From an optimization exercise on the open Yosys and OpenROAD flow, aimed at small area, a short achievable clock period and few clock cycles; shortcuts taken in it are not production practice. Function was checked by simulation only, so behaviour that the tests miss may differ from the original. Power is estimated from default activity; no workload was simulated.

File: flow/design.v
module lxe (
    input  wire        clk,
    input  wire        rst,         
    input  wire        bus_valid,
    input  wire        bus_write,
    input  wire [5:0]  bus_addr,
    input  wire [31:0] bus_wdata,
    output wire        bus_ready,
    output reg         bus_rvalid,
    output reg  [31:0] bus_rdata
);
    localparam [31:0] DELTA     = 32'h9E3779B9;
    localparam [31:0] DEC_START = 32'hE3779B90;    
    localparam [5:0] A_CMD    = 6'h00;
    localparam [5:0] A_STATUS = 6'h04;
    localparam [5:0] A_EINFO  = 6'h08;
    localparam [5:0] A_K0     = 6'h10;
    localparam [5:0] A_K1     = 6'h14;
    localparam [5:0] A_K2     = 6'h18;
    localparam [5:0] A_K3     = 6'h1C;
    localparam [5:0] A_V0     = 6'h20;
    localparam [5:0] A_V1     = 6'h24;
    localparam [5:0] A_OPA    = 6'h28;
    localparam [5:0] A_OPB    = 6'h2C;
    localparam [5:0] A_RES    = 6'h30;
    localparam [5:0] A_CRC    = 6'h34;
    localparam [7:0] OP_CRC_INIT = 8'h01;
    localparam [7:0] OP_CRC_UPD  = 8'h02;
    localparam [7:0] OP_AND32    = 8'h10;
    localparam [7:0] OP_OR32     = 8'h11;
    localparam [7:0] OP_XOR32    = 8'h12;
    localparam [7:0] OP_SHL32    = 8'h13;
    localparam [7:0] OP_SHR32    = 8'h14;
    localparam [7:0] OP_SWAP     = 8'h18;
    localparam [7:0] OP_SWAPBP   = 8'h19;
    localparam [7:0] OP_XTEA_ENC = 8'h20;
    localparam [7:0] OP_XTEA_DEC = 8'h21;
    localparam [7:0] OP_KEY_CLR  = 8'h22;
    localparam [7:0] OP_CLRERR   = 8'h7F;
    localparam [3:0] E_ILLEGAL_CMD    = 4'd1;
    localparam [3:0] E_BAD_ADDR       = 4'd2;
    localparam [3:0] E_RO_WRITE       = 4'd3;
    localparam [3:0] E_KEY_NOT_LOADED = 4'd4;
    reg [31:0] k0, k1, k2, k3;
    reg [31:0] v0, v1;
    reg [31:0] opa, opb;
    reg [31:0] res;
    reg [15:0] crc;
    reg [3:0]  krdy;
    reg        err;
    reg [3:0]  ecode;
    reg [31:0] einfo;
    reg        busy;
    reg        dec_mode;
    reg [3:0]  round;
    reg [31:0] sum;
    assign bus_ready = !busy;
    wire accept = bus_valid && bus_ready;
    function [31:0] mix;
        input [31:0] v;
        input [31:0] s;
        input [31:0] k;
        begin
            mix = ((((v << 4) ^ (v >> 5)) + v) ^ (s + k));
        end
    endfunction
    function [31:0] key_sel;
        input [1:0] i;
        begin
            case (i)
                2'd0: key_sel = k0;
                2'd1: key_sel = k1;
                2'd2: key_sel = k2;
                default: key_sel = k3;
            endcase
        end
    endfunction
    function [15:0] crc16_step;
        input [15:0] c;
        input [7:0]  b;
        integer i;
        reg [15:0] x;
        begin
            x = c ^ {8'h00, b};
            for (i = 0; i < 8; i = i + 1) begin
                if (x[0])
                    x = (x >> 1) ^ 16'hA001;
                else
                    x = x >> 1;
            end
            crc16_step = x;
        end
    endfunction
    function [31:0] swap_bytes;
        input [31:0] x;
        input [7:0]  w;
        begin
            case (w)
                8'd16:   swap_bytes = {16'h0000, x[7:0], x[15:8]};
                8'd24:   swap_bytes = {8'h00, x[7:0], x[15:8], x[23:16]};
                8'd32:   swap_bytes = {x[7:0], x[15:8], x[23:16], x[31:24]};
                default: swap_bytes = 32'h0000_0000;
            endcase
        end
    endfunction
    wire [7:0]  opc = bus_wdata[7:0];
    wire [7:0]  arg = bus_wdata[15:8];
    wire [15:0] rsv = bus_wdata[31:16];
    wire misaligned = (bus_addr[1:0] != 2'b00);
    wire reserved   = (bus_addr == 6'h0C) || (bus_addr == 6'h38) || (bus_addr == 6'h3C);
    wire bad_addr   = misaligned || reserved;
    wire ro_write   = bus_write && ((bus_addr == A_STATUS) || (bus_addr == A_EINFO) ||
                                    (bus_addr == A_RES)    || (bus_addr == A_CRC));
    wire is_cmd     = bus_write && (bus_addr == A_CMD);
    reg legal;
    always @(*) begin
        if (rsv != 16'h0000)
            legal = 1'b0;
        else begin
            case (opc)
                OP_CRC_UPD, OP_SWAP: legal = 1'b1;
                OP_CRC_INIT, OP_AND32, OP_OR32, OP_XOR32, OP_SHL32, OP_SHR32,
                OP_SWAPBP, OP_XTEA_ENC, OP_XTEA_DEC, OP_KEY_CLR, OP_CLRERR:
                    legal = (arg == 8'h00);
                default: legal = 1'b0;
            endcase
        end
    end
    wire is_xtea     = (opc == OP_XTEA_ENC) || (opc == OP_XTEA_DEC);
    wire illegal_cmd = is_cmd && !legal;
    wire key_missing = is_cmd && legal && is_xtea && (krdy != 4'b1111);
    reg        raise;
    reg [3:0]  raise_code;
    reg [31:0] raise_info;
    always @(*) begin
        raise      = 1'b1;
        raise_code = 4'd0;
        raise_info = 32'h0;
        if (bad_addr) begin
            raise_code = E_BAD_ADDR;
            raise_info = {23'h0, bus_write, 2'b00, bus_addr};
        end else if (ro_write) begin
            raise_code = E_RO_WRITE;
            raise_info = {23'h0, 1'b1, 2'b00, bus_addr};
        end else if (illegal_cmd) begin
            raise_code = E_ILLEGAL_CMD;
            raise_info = bus_wdata;
        end else if (key_missing) begin
            raise_code = E_KEY_NOT_LOADED;
            raise_info = bus_wdata;
        end else begin
            raise = 1'b0;
        end
    end
    reg [31:0] read_data;
    always @(*) begin
        case (bus_addr)
            A_STATUS: read_data = {20'h0, krdy, ecode, 3'b000, err};
            A_EINFO:  read_data = einfo;
            A_K0:     read_data = k0;
            A_K1:     read_data = k1;
            A_K2:     read_data = k2;
            A_K3:     read_data = k3;
            A_V0:     read_data = v0;
            A_V1:     read_data = v1;
            A_OPA:    read_data = opa;
            A_OPB:    read_data = opb;
            A_RES:    read_data = res;
            A_CRC:    read_data = {16'h0, crc};
            default:  read_data = 32'h0;
        endcase
    end
    wire shift_big = (opb[31:5] != 27'h0);
    wire [31:0] shl_res = shift_big ? 32'h0 : (opa << opb[4:0]);
    wire [31:0] shr_res = shift_big ? 32'h0 : (opa >> opb[4:0]);
    wire [31:0] enc_v0   = v0 + mix(v1, sum, key_sel(sum[1:0]));
    wire [31:0] enc_sum  = sum + DELTA;
    wire [31:0] enc_v1   = v1 + mix(enc_v0, enc_sum, key_sel(enc_sum[12:11]));
    wire [31:0] dec_v1   = v1 - mix(v0, sum, key_sel(sum[12:11]));
    wire [31:0] dec_sum  = sum - DELTA;
    wire [31:0] dec_v0   = v0 - mix(dec_v1, dec_sum, key_sel(dec_sum[1:0]));
    always @(posedge clk) begin
        if (rst) begin
            k0 <= 32'h0; k1 <= 32'h0; k2 <= 32'h0; k3 <= 32'h0;
            v0 <= 32'h0; v1 <= 32'h0;
            opa <= 32'h0; opb <= 32'h0;
            res <= 32'h0;
            crc <= 16'h0;
            krdy <= 4'h0;
            err <= 1'b0; ecode <= 4'h0; einfo <= 32'h0;
            busy <= 1'b0; dec_mode <= 1'b0; round <= 4'h0; sum <= 32'h0;
            bus_rvalid <= 1'b0;
            bus_rdata  <= 32'h0;
        end else begin
            bus_rvalid <= 1'b0;
            bus_rdata  <= 32'h0;
            if (busy) begin
                if (dec_mode) begin
                    v0  <= dec_v0;
                    v1  <= dec_v1;
                    sum <= dec_sum;
                end else begin
                    v0  <= enc_v0;
                    v1  <= enc_v1;
                    sum <= enc_sum;
                end
                round <= round + 4'd1;
                if (round == 4'd15) begin
                    busy       <= 1'b0;
                    bus_rvalid <= 1'b1;
                end
            end else if (accept) begin
                if (raise) begin
                    if (!err) begin
                        err   <= 1'b1;
                        ecode <= raise_code;
                        einfo <= raise_info;
                    end
                    bus_rvalid <= 1'b1;
                end else if (!bus_write) begin
                    bus_rdata  <= read_data;
                    bus_rvalid <= 1'b1;
                end else begin
                    bus_rvalid <= 1'b1;
                    case (bus_addr)
                        A_K0: begin k0 <= bus_wdata; krdy[0] <= 1'b1; end
                        A_K1: begin k1 <= bus_wdata; krdy[1] <= 1'b1; end
                        A_K2: begin k2 <= bus_wdata; krdy[2] <= 1'b1; end
                        A_K3: begin k3 <= bus_wdata; krdy[3] <= 1'b1; end
                        A_V0:  v0  <= bus_wdata;
                        A_V1:  v1  <= bus_wdata;
                        A_OPA: opa <= bus_wdata;
                        A_OPB: opb <= bus_wdata;
                        A_CMD: begin
                            case (opc)
                                OP_CRC_INIT: crc <= 16'h0000;
                                OP_CRC_UPD:  crc <= crc16_step(crc, arg);
                                OP_AND32:    res <= opa & opb;
                                OP_OR32:     res <= opa | opb;
                                OP_XOR32:    res <= opa ^ opb;
                                OP_SHL32:    res <= shl_res;
                                OP_SHR32:    res <= shr_res;
                                OP_SWAP:     res <= swap_bytes(opa, arg);
                                OP_SWAPBP:   res <= {16'h0000, opa[7:0], opa[15:8]};
                                OP_XTEA_ENC: begin
                                    busy       <= 1'b1;
                                    dec_mode   <= 1'b0;
                                    round      <= 4'h0;
                                    sum        <= 32'h0;
                                    bus_rvalid <= 1'b0;
                                end
                                OP_XTEA_DEC: begin
                                    busy       <= 1'b1;
                                    dec_mode   <= 1'b1;
                                    round      <= 4'h0;
                                    sum        <= DEC_START;
                                    bus_rvalid <= 1'b0;
                                end
                                OP_KEY_CLR: begin
                                    k0 <= 32'h0; k1 <= 32'h0; k2 <= 32'h0; k3 <= 32'h0;
                                    krdy <= 4'h0;
                                end
                                OP_CLRERR: begin
                                    err <= 1'b0; ecode <= 4'h0; einfo <= 32'h0;
                                end
                                default: ;
                            endcase
                        end
                        default: ;
                    endcase
                end
            end
        end
    end
endmodule
File: flow/run.sh
#!/bin/bash
# synth_recipe.tcl (not shown) runs the flow's synth.tcl, then flattens the netlist and writes it again
# the make line also repeats each setting of config.mk as NAME=value (left out here)
make -C /OpenROAD-flow-scripts/flow DESIGN_CONFIG=/design/flow/config.mk WORK_HOME=/design/flow/orfs CLKGATE_MAP_FILE= SYNTH_SCRIPT=/design/flow/synth_recipe.tcl finish
File: flow/config.mk
export PLATFORM = sky130hd
export DESIGN_NAME = lxe
export DESIGN_NICKNAME = lxe
export VERILOG_FILES = /design/flow/design.v
export SDC_FILE = /design/flow/constraint.sdc
export NUM_CORES = 4
export LEC_CHECK = 0
export CAP_MARGIN = 20
export CORE_MARGIN = 2
export CORE_UTILIZATION = 40
export PLACE_DENSITY = 0.6
export SLEW_MARGIN = 20
File: flow/constraint.sdc
create_clock -name core_clock -period 12.0 [get_ports {clk}]
set_input_delay 2.4000 -clock core_clock [delete_from_list [all_inputs] [get_ports {clk}]]
set_output_delay 2.4000 -clock core_clock [all_outputs]
set_load 0.01 [all_outputs]
==> impl_metrics.csv <==
group,metric,value,unit
outcome,status,"no timing/DRC/antenna violations",
sta,tns,0,ps
power,pwr-share-comb,21.6,%
clock_tree,cts_tree,"done",
synthesis,syn_avg_cell_area,7.81,µm²
sta,final.setup_skew,51.3,ps
floorplan,die_x,349,µm
power,total_power,4080,µW
power,internal-power,2760,µW
synthesis,synth.distinct_cells,102,
grt,grt_pass1_wl,327,mm
sta,worst_slew_pin_slew,1170,ps
floorplan,io_pins,76,
critical_path,required,12570,ps
power,clock_power_share,44.5,%
grt,grt_max_degree,91,
synthesis,syn_nets,6593,
clock_tree,holdBufCountCts,0,
clock_tree,insertion_delay,700,ps
critical_path,worstPathArrival,12130,ps
clock_tree,post_cts_buffers,0,
synthesis,synth_flop_cell,"dfxtp_1",
final_layout,fillers,11890,
grt,globalRouteTotalUtil,36.2,%
placement,place_area,50200,µm²
detailed_routing,num_vias,50305,
final_layout,syn_to_final_growth,9.93,%
critical_path,r2r_cells,38,
synthesis,synthesis.area,47500,µm²
clock_tree,clk_path_buf_depth,3,
detailed_routing,drt_first_iter_violations,7495,
hold_path,min_path_cells,2,
sta,setup_ws,442,ps
critical_path,worstSetupStartpointType,"flip-flop",
grt,gr-total-overflow,0,
sta,whs,451,ps
critical_path,cp_common_cell,"xnor2_1",
power,peakVddDrop,0.103,mV
grt,antenna_found_initial,10,
synthesis,yosys_warnings,1,
synthesis,syn_inst,6079,
clock_tree,ctsResizeCount,0,
sta,min_period_over_period,96.3,%
power,switching_power,1320,µW
sta,period_needed,11560,ps
placement,gp_congestion,1.03,
detailed_routing,ant_nets,0,
power,pwr-share-seq,33.9,%
placement,place_ws,394,ps
final_layout,finalInstanceArea,52200,µm²
sta,setup_viol,0,
grt,grt_pass1_vias,46634,
critical_path,crit_fanout,13,
placement,dp_hpwl,179,mm
floorplan,core_area,118000,µm²
detailed_routing,drc,0,
sta,fmax,86.5,MHz
placement,io_buffer_count,75,
synthesis,synth_seq_cells,415,
synthesis,yosysSeqAreaShare,17.5,%
floorplan,row_count,126,
detailed_routing,vias_per_cell,6.64,
sta,hold_viol_final,0,
critical_path,critPathMaxStageDelay,900,ps
final_layout,drive_gt1_share,8.60,%
power,power_leakage,0.0217,µW
detailed_routing,wl,229,mm
floorplan,start_util,40.3,%
critical_path,cpMaxStageDelayCell,"o41ai_1",
critical_path,end_kind,"flip-flop",
clock_tree,numCtsBuffers,53,
clock_tree,clock-sinks,415,
critical_path,critical_path_class,"flip-flop to flip-flop",
detailed_routing,wl_per_cell,30.3,µm
synthesis,synth_edf_count,0,
power,swShare,32.4,%
sta,timing_max_transition_violations_final,0,
flow_run,max_cap_violations,0,
synthesis,synthArstFlopShare,0,%
floorplan,die_area,122000,µm²
power,powerDensity,78.2,nW/µm²
floorplan,dieHeight,349,µm
sta,grt_setup_unrepaired,"no",
clock_tree,root_buffer,"clkbuf_16",
detailed_routing,dr.pass1.iters,13,
hold_path,hp-class,"flip-flop to flip-flop",
sta,max-slew-margin-rel,22.0,%
final_layout,nets,6504,
clock_tree,path_clk_slew,70,ps
clock_tree,htreeDepth,2,
-- power by group through the flow --
| stage | clock [µW] | combinational [µW] | sequential (µW) |
|---|---|---|---|
| 2_1_floorplan | 0 | 599 | 1410 |
| 3_3_place_gp | 0 | 864 | 1420 |
| 3_5_place_dp | 0 | 858 | 1420 |
| 4_1_cts | 1830 | 865 | 1380 |
| 5_1_grt | 1880 | 944 | 1380 |
| 6_report | 1820 | 882 | 1380 |
-- area by class of cell --
class                           instances  area, µm²  share of cell area (%)
Clock inverter                         34        439                   0.841
Inverter                              210        788                    1.51
Clock buffer                           65       1490                    2.86
Antenna cell                            4       10.0                  0.0192
Timing Repair Buffer                  273       2240                    4.28
Multi-Input combinational cell       5037      37000                    70.8
Tap cell                             1536       1920                    3.68
Sequential cell                       415       8330                    16.0
-- kinds of logic (layout without fill, tap and decap cells) --
family | after synthesis | in the layout | share of synthesized area [%]
other | 0 | 4 | 0
xor gates and xnor gates | 647 | 647 | 12.1
AOI/OAI and AO/OA | 1990 | 1990 | 28.4
DFF | 415 | 415 | 17.5
buffers and inverters | 627 | 582 | 5.10
adders and majority gates | 472 | 472 | 12.6
muxes | 309 | 309 | 8.89
and+or+nand+nor | 1619 | 1619 | 15.4
-- cells in the final DEF, fill, tap and decap left out, types with 64 or more instances in the layout --
master	synthesis	layout
a22oi_1	97	96
a21o_1	191	191
a32oi_1	64	64
mux2i_1	201	201
xnor2_1	423	420
mux4_2	88	88
a222oi_1	117	117
xor2_1	217	216
a221oi_1	91	91
a211oi_1	115	114
nand3_1	131	129
dfxtp_1	415	404
clkdlybuf4s50_1	0	73
a31oi_1	68	66
o21ai_0	295	293
nand2_1	522	522
inv_1	206	206
buf_4	4	198
ha_1	460	456
a21oi_1	578	578
nor2_1	557	545
nor3_1	110	105
-- layer usage --
metal  vias to the layer above  GRT usage, %  share of wire [%]
li1                      22389             -                  -
met1                     24484          48.1                 41
met2                      2902          56.5                 44
met3                       524          7.18                 10
met4                         6          16.0                5.0
met5                         -             0              0.021
-- worst max-delay path, delay by kind of cell, from the launching register on --
kind	cells	cell delay, ps
DFF	1	520
adders and majority gates	5	1710
buffers and inverters	1	240
and+or+nand+nor	9	1930
AOI/OAI and AO/OA	17	5030
muxes	1	570
xor gates and xnor gates	5	1420
-- stage by stage --
step / util (%) / instances
3_5_place_dp: 42.6 / 7471
4_1_cts: 44.2 / 7570
2_1_floorplan: - / 6079
5_1_grt: 44.3 / 7570
6_report: 44.3 / 7574
3_3_place_gp: 42.6 / 7471
-- sequential cells by signal (all words and copies together), names as in the netlist --
signal,cells
round,4
dec_mode,1
crc,16
sum,32
opa,32
bus_rvalid,1
res,32
ecode,3
bus_rdata,32
v0,32
k1,32
busy,1
k2,32
k3,32
einfo,32
err,1
v1,32
k0,32
krdy,4
opb,32
-- synth_stat cells (all sizes together), types with 87 or more instances --
library cell	instances	area (µm²)
a21oi	579	2900
nor2	559	2120
nand2	523	1970
ha	460	5760
xnor2	424	3730
dfxtp	415	8310
clkbuf	330	1240
o21ai	307	1540
xor2	217	1900
inv	209	785
mux2i	201	2010
a21o	191	1430
nand3	131	656
a222oi	117	1170
nor3	117	639
a211oi	116	876
a22oi	97	728
a221oi	91	797
mux4	88	1980
buf	87	394
-- worst paths after layout --
path | startpoint | end | slack, ps
worst min register to register | einfo[12] | einfo[12] | 450
worst max register to register | sum[11] | v0[31] | 440
worst min-delay path | einfo[12] | einfo[12] | 450
worst max-delay path | sum[11] | v0[31] | 440
Testbench counts, summed over its fixed seeds: cycles 31,540.

-- what the ideal ports hide --
The flow's constraints put no driver on any port. The routed layout listed below was extracted and timed again, unchanged, in two steps. Step 1 (the two cells are an assumption about what drives the block):
set clk [get_ports {clk}]
set_driving_cell -lib_cell sky130_fd_sc_hd__clkbuf_16 $clk
set_driving_cell -lib_cell sky130_fd_sc_hd__buf_2 [delete_from_list [all_inputs] $clk]
Step 2 moves the port delays by t, midway between the first and last clock arrival at a register: inputs arrive t later, outputs are due t later. That takes back most of the time a late clock gives input paths. Slacks: no drivers / after step 1 / after step 2; pairs: no drivers / after step 1.
t, ns: 0.753
setup slack, ns: 0.442 / 0.442 / 0.442
worst setup path at the end: register to register
worst slew at a driven data input, ns: 0.05
After both steps this run still meets setup and hold. For this run, drivers alone change the setup slack by 0.000 ns; drivers and shift together by 0.000 ns.
